From an optimization exercise on the open Yosys and OpenROAD flow, aimed at small area, a short achievable clock period and few clock cycles; shortcuts taken in it are not production practice. The RTL of this run was laid out without a check of its function. Power is estimated from default activity; no workload was simulated.

==> design.v <==
module cocovm_core (
    input  wire        clk,
    input  wire        rst,           
    input  wire        load_en,
    input  wire [7:0]  load_addr,
    input  wire [7:0]  load_data,
    input  wire        start,
    input  wire [7:0]  start_addr,
    input  wire [7:0]  mem_raddr,
    output wire [7:0]  mem_rdata,
    output wire        busy,
    output reg         halted,        
    output reg         loop_err,      
    output reg  [10:0] steps,
    output reg  [11:0] nerr_reg,
    output reg  [10:0] nerr_op,
    output reg         out_valid,
    output reg  [7:0]  out_data,
    output wire [31:0] regs,
    output wire [7:0]  pc_o,
    output wire [7:0]  ir_o,
    output wire [2:0]  flags          
);
    reg [7:0] mem [0:3][0:63];
    reg [7:0] rf  [0:3];
    reg [7:0] pc, op, opa, opb;
    reg       fc, fz, fs;
    reg       run;
    assign busy  = run;
    assign regs  = {rf[3], rf[2], rf[1], rf[0]};
    assign pc_o  = pc;
    assign ir_o  = op;
    assign flags = {fc, fz, fs};
    wire known   = (op <= 8'd36);
    wire op_hlt  = (op == 8'd0);
    wire op_mov  = (op >= 8'd1)  && (op <= 8'd5);
    wire op_add  = (op >= 8'd6)  && (op <= 8'd8);
    wire op_sub  = (op >= 8'd9)  && (op <= 8'd11);
    wire op_mul  = (op >= 8'd12) && (op <= 8'd14);
    wire op_inc  = (op == 8'd15);
    wire op_dec  = (op == 8'd16);
    wire op_cmp  = (op >= 8'd17) && (op <= 8'd19);
    wire op_jmp  = (op >= 8'd20) && (op <= 8'd33);
    wire op_out  = (op == 8'd34) || (op == 8'd35);
    reg [1:0] bmode;
    always @(*) begin
        case (op)
            8'd6, 8'd9,  8'd12, 8'd17: bmode = 2'd0;
            8'd7, 8'd10, 8'd13, 8'd18: bmode = 2'd1;
            default:                   bmode = 2'd2;
        endcase
    end
    wire       a_bad = |opa[7:2];
    wire       b_bad = |opb[7:2];
    wire [7:0] ra    = a_bad ? 8'd0 : rf[opa[1:0]];
    wire [7:0] rb    = b_bad ? 8'd0 : rf[opb[1:0]];
    wire [7:0] maddr = run ? ((op == 8'd35) ? opa : opb) : mem_raddr;
    reg  [7:0] mval;
    integer di;
    always @(*) begin
        mval = 8'd0;
        for (di = 0; di < 256; di = di + 1)
            if (maddr == di[7:0]) mval = mval | mem[di % 4][di / 4];
    end
    assign mem_rdata = mval;
    wire [7:0] p = ra;
    wire [7:0] q = (bmode == 2'd0) ? rb : (bmode == 2'd1) ? opb : mval;
    wire [8:0]  add_full = {1'b0, p} + {1'b0, q};
    wire [7:0]  sub_res  = p - q;
    wire        sub_c    = (p >= q);
    wire [8:0]  inc_full = {1'b0, p} + 9'd1;
    wire [7:0]  dec_res  = p - 8'd1;
    wire signed [15:0] sprod = $signed(p) * $signed(q);
    wire [7:0]  mul_res  = sprod[7:0];
    wire        mul_c    = !((sprod[15:8] == 8'h00) || ((sprod[15:8] == 8'hFF) && (sprod[7:0] != 8'h00)));
    wire        mul_z    = (p == 8'd0) || (q == 8'd0);
    reg  [7:0]  alu_r;
    reg         alu_c, alu_z;
    always @(*) begin
        alu_r = 8'd0; alu_c = 1'b0;
        if (op_add)                 begin alu_r = add_full[7:0]; alu_c = add_full[8]; end
        else if (op_sub || op_cmp)  begin alu_r = sub_res;       alu_c = sub_c;       end
        else if (op_mul)            begin alu_r = mul_res;       alu_c = mul_c;       end
        else if (op_inc)            begin alu_r = inc_full[7:0]; alu_c = inc_full[8]; end
        else if (op_dec)            begin alu_r = dec_res;       alu_c = (p != 8'd0); end
        alu_z = op_mul ? mul_z : (alu_r == 8'd0);
    end
    wire [3:0] jkind = (op - 8'd20) >> 1;    
    wire       jrel  = op[0];
    reg        jtaken;
    always @(*) begin
        case (jkind)
            4'd0: jtaken = 1'b1;
            4'd1: jtaken = fc;
            4'd2: jtaken = !fc;
            4'd3: jtaken = fz;
            4'd4: jtaken = !fz;
            4'd5: jtaken = !fz && !fs;
            default: jtaken = fs;
        endcase
    end
    wire [7:0] pc_seq  = pc + 8'd3;
    wire [7:0] pc_rel  = pc + {opa[6:0], 1'b0} + opa;
    wire [7:0] jtarget = jrel ? pc_rel : ra;
    wire [7:0] npc     = (op_jmp && jtaken) ? jtarget : pc_seq;
    reg [1:0] nreg_err;
    always @(*) begin
        nreg_err = 2'd0;
        case (op)
            8'd1:                       nreg_err = {1'b0, b_bad} + {1'b0, a_bad};
            8'd2, 8'd3:                 nreg_err = {1'b0, a_bad};
            8'd4:                       nreg_err = {1'b0, b_bad};
            8'd6, 8'd9, 8'd12:          nreg_err = {a_bad, 1'b0} + {1'b0, b_bad};
            8'd7, 8'd8, 8'd10, 8'd11,
            8'd13, 8'd14, 8'd15, 8'd16: nreg_err = {a_bad, 1'b0};
            8'd17:                      nreg_err = {1'b0, a_bad} + {1'b0, b_bad};
            8'd18, 8'd19:               nreg_err = {1'b0, a_bad};
            8'd34:                      nreg_err = {1'b0, a_bad};
            default:
                if (op_jmp && !jrel && jtaken) nreg_err = {1'b0, a_bad};
        endcase
    end
    wire       exec_wr = run && ((op == 8'd4) || (op == 8'd5));
    wire       ram_we  = !rst && ((!run && load_en) || exec_wr);
    wire [7:0] waddr   = run ? opa : load_addr;
    wire [7:0] wdata   = run ? ((op == 8'd4) ? rb : opb) : load_data;
    genvar gj, gr;
    generate
        for (gj = 0; gj < 4; gj = gj + 1) begin : g_bank
            for (gr = 0; gr < 64; gr = gr + 1) begin : g_row
                always @(posedge clk)
                    if (ram_we && waddr == (4 * gr + gj)) mem[gj][gr] <= wdata;
            end
        end
    endgenerate
    wire [7:0] fa   = run ? npc : start_addr;
    wire [5:0] row  = fa[7:2];
    wire [5:0] row1 = fa[7:2] + 6'd1;
    wire [5:0] r0 = (fa[1:0] == 2'd0) ? row : row1;
    wire [5:0] r1 = (fa[1:0] > 2'd1) ? row1 : row;
    wire [5:0] r2 = (fa[1:0] > 2'd2) ? row1 : row;
    reg  [7:0] c0, c1, c2, c3;
    integer fi;
    always @(*) begin
        c0 = 8'd0; c1 = 8'd0; c2 = 8'd0; c3 = 8'd0;
        for (fi = 0; fi < 64; fi = fi + 1) begin
            if (r0 == fi[5:0])  c0 = c0 | mem[0][fi];
            if (r1 == fi[5:0])  c1 = c1 | mem[1][fi];
            if (r2 == fi[5:0])  c2 = c2 | mem[2][fi];
            if (row == fi[5:0]) c3 = c3 | mem[3][fi];
        end
    end
    reg  [7:0] f0, f1, f2;
    always @(*) begin
        case (fa[1:0])
            2'd0: begin f0 = c0; f1 = c1;  f2 = c2;  end
            2'd1: begin f0 = c1; f1 = c2;  f2 = c3;  end
            2'd2: begin f0 = c2; f1 = c3;  f2 = c0;  end
            default: begin f0 = c3; f1 = c0;  f2 = c1;  end
        endcase
    end
    wire [7:0] wofs = opa - npc;
    wire [7:0] n0 = (exec_wr && wofs == 8'd0) ? wdata : f0;
    wire [7:0] n1 = (exec_wr && wofs == 8'd1) ? wdata : f1;
    wire [7:0] n2 = (exec_wr && wofs == 8'd2) ? wdata : f2;
    wire last = (steps == 11'd1023);
    wire stop = op_hlt || last;
    always @(posedge clk) begin
        if (rst) begin
            run       <= 1'b0;
            pc        <= 8'd0;
            op        <= 8'd0;
            opa       <= 8'd0;
            opb       <= 8'd0;
            fc        <= 1'b0;
            fz        <= 1'b0;
            fs        <= 1'b0;
            rf[0]     <= 8'd0;
            rf[1]     <= 8'd0;
            rf[2]     <= 8'd0;
            rf[3]     <= 8'd0;
            halted    <= 1'b0;
            loop_err  <= 1'b0;
            steps     <= 11'd0;
            nerr_reg  <= 12'd0;
            nerr_op   <= 11'd0;
            out_valid <= 1'b0;
            out_data  <= 8'd0;
        end else begin
            out_valid <= 1'b0;
            if (!run) begin
                if (start) begin
                    pc       <= start_addr;
                    op       <= n0;
                    opa      <= n1;
                    opb      <= n2;
                    steps    <= 11'd0;
                    halted   <= 1'b0;
                    loop_err <= 1'b0;
                    nerr_reg <= 12'd0;
                    nerr_op  <= 11'd0;
                    run      <= 1'b1;
                end
            end else begin
                steps    <= steps + 11'd1;
                nerr_reg <= nerr_reg + {10'd0, nreg_err};
                pc       <= npc;
                if (stop) begin
                    halted   <= 1'b1;
                    loop_err <= !op_hlt;
                    run      <= 1'b0;
                end else begin
                    op       <= n0;
                    opa      <= n1;
                    opb      <= n2;
                end
                if (!known)
                    nerr_op <= nerr_op + 11'd1;
                if (op_mov) begin
                    if (op == 8'd1 && !a_bad) rf[opa[1:0]] <= rb;
                    if (op == 8'd2 && !a_bad) rf[opa[1:0]] <= opb;
                    if (op == 8'd3 && !a_bad) rf[opa[1:0]] <= mval;
                end
                if (op_add || op_sub || op_mul || op_inc || op_dec || op_cmp) begin
                    if (!op_cmp && !a_bad) rf[opa[1:0]] <= alu_r;
                    fc <= alu_c;
                    fz <= alu_z;
                    fs <= alu_r[7];
                end
                if (op_out) begin
                    out_valid <= 1'b1;
                    out_data  <= (op == 8'd34) ? ra : mval;
                end
            end
        end
    end
endmodule
==> run.sh <==
#!/bin/bash
# synth_recipe.tcl (not shown) runs the flow's synth.tcl, then flattens the netlist and writes it again
# the make line also repeats each setting of config.mk as NAME=value (left out here)
make -C /OpenROAD-flow-scripts/flow DESIGN_CONFIG=/design/flow/config.mk WORK_HOME=/design/flow/orfs CLKGATE_MAP_FILE= SYNTH_SCRIPT=/design/flow/synth_recipe.tcl finish
==> config.mk <==
export PLATFORM = sky130hd
export DESIGN_NAME = cocovm_core
export DESIGN_NICKNAME = cocovm_core
export VERILOG_FILES = /design/flow/design.v
export SDC_FILE = /design/flow/constraint.sdc
export NUM_CORES = 4
export LEC_CHECK = 0
export CAP_MARGIN = 20
export CORE_MARGIN = 2
export CORE_UTILIZATION = 40
export PLACE_DENSITY = 0.6
export SETUP_SLACK_MARGIN = 5
export SLEW_MARGIN = 20
==> constraint.sdc <==
create_clock -name core_clock -period 16.0 [get_ports {clk}]
set_input_delay 3.2000 -clock core_clock [delete_from_list [all_inputs] [get_ports {clk}]]
set_output_delay 3.2000 -clock core_clock [all_outputs]
set_load 0.01 [all_outputs]
==> run_results.csv <==
group,metric,value,unit
synthesis,synthArstFlopShare,0,%
floorplanning,start_util,40.3,%
run_status,stop_stage,"global routing (5_1_grt)",
synthesis,synth_common_cells,"2080 x edfxtp_1, 778 x nor2_1, 765 x a22oi_1, 609 x nand3_1, 579 x nand2_1",
synthesis,synth_warnings,2,
floorplanning,row_count,189,
synthesis,synth_edf_count,2080,
global_route,grtUsageTotal,88.8,%
synthesis,synth-main-ff-cell,"edfxtp_1",
synthesis,synth-seq-area-share,60.0,%
run_status,firstError,"[ERROR GRT-0116] Global routing finished with congestion. Check the congestion regions in the DRC Viewer.",
floorplanning,die_x,521,µm
synthesis,yosysMostFrequentCell,"edfxtp_1",
placed_design,placed_area,117000,µm²
floorplanning,die_h,521,µm
synthesis,synth_area,107000,µm²
placed_design,place_hpwl,801,mm
synthesis,synth_top_area_share,58.4,%
cts,hold_buffers,0,
global_route,grt_max_degree,132,
synthesis,synth.distinct_cells,115,
synthesis,syn_avg_cell_area,12.0,µm²
synthesis,ys_seq_elements,2167,
floorplanning,pin_count,141,
cts,cts_buffers,226,
cts,clkSinkCount,2167,
global_route,grt_pass1_wl,1620,mm
run_status,outcome,"aborted with a tool error",
cts,clockBufferDepth,3,
placed_design,gp_congestion,1.58,
global_route,grt_remaining_overflow,5332,
placed_design,portBuffers,140,
synthesis,synth.largest_area_cell,"edfxtp_1",
global_route,grt_pass1_vias,138000,
synthesis,synth.area.top_cells,"edfxtp_1 58%, a22oi_1 5.4%, a32oi_1 3.0%, nand3_1 2.9%, nor2_1 2.7%",
synthesis,synthCells,8925,
cts,cts_root_buf,"clkbuf_16",
cts,htreeDepth,4,
synthesis,synth_fp_nets,9108,
==> layer usage <==
metal | GRT usage (%) | overflow
met5 | 70.6 | 63
met2 | 96.5 | 2684
met3 | 83.9 | 684
met4 | 84.0 | 1299
met1 | 88.8 | 602
==> logic make-up after synthesis <==
family,Yosys count,share of synthesized area (%)
AOI/OAI and AO/OA,2752,19.7
xor gates and xnor gates,51,0.432
adders and majority gates,148,2.19
buffers and inverters,808,3.14
DFF,2167,60.0
muxes,139,1.55
and+or+nand+nor,2860,12.9
==> metrics by stage <==
stage / worst slack, ps / std cells / hold WS (ps) / util [%]
floorplan: 5050 / 8925 / 481 / -
CTS: 4710 / 13300 / 490 / 48.5
global placement: 860 / 12700 / 452 / 44.0
detailed placement: 1680 / 12700 / 479 / 44.2
==> power groups by stage <==
stage / sequential, mW / combinational [mW] / clock, mW
2_1_floorplan: 6.93 / 4.46 / 0
3_3_place_gp: 6.92 / 9.12 / 0
3_5_place_dp: 6.93 / 9.18 / 0
4_1_cts: 6.81 / 9.83 / 5.55
==> worst max-delay path by stage <==
stage                     cells past startpoint  slack, ps  end
after floorplan                              39       5050   fc
after global placement                       38        860   fc
after detailed placement                     43       1680   fc
after CTS                                    41       4710   fc
==> what timing repair did <==
| action | in CTS |
|---|---|
| setup buffers | 174 |
| setup endpoints to repair | 29 |
| gates cloned | 17 |
| pin swaps | 116 |
| hold endpoints to repair | 0 |
| resized for setup | 430 |
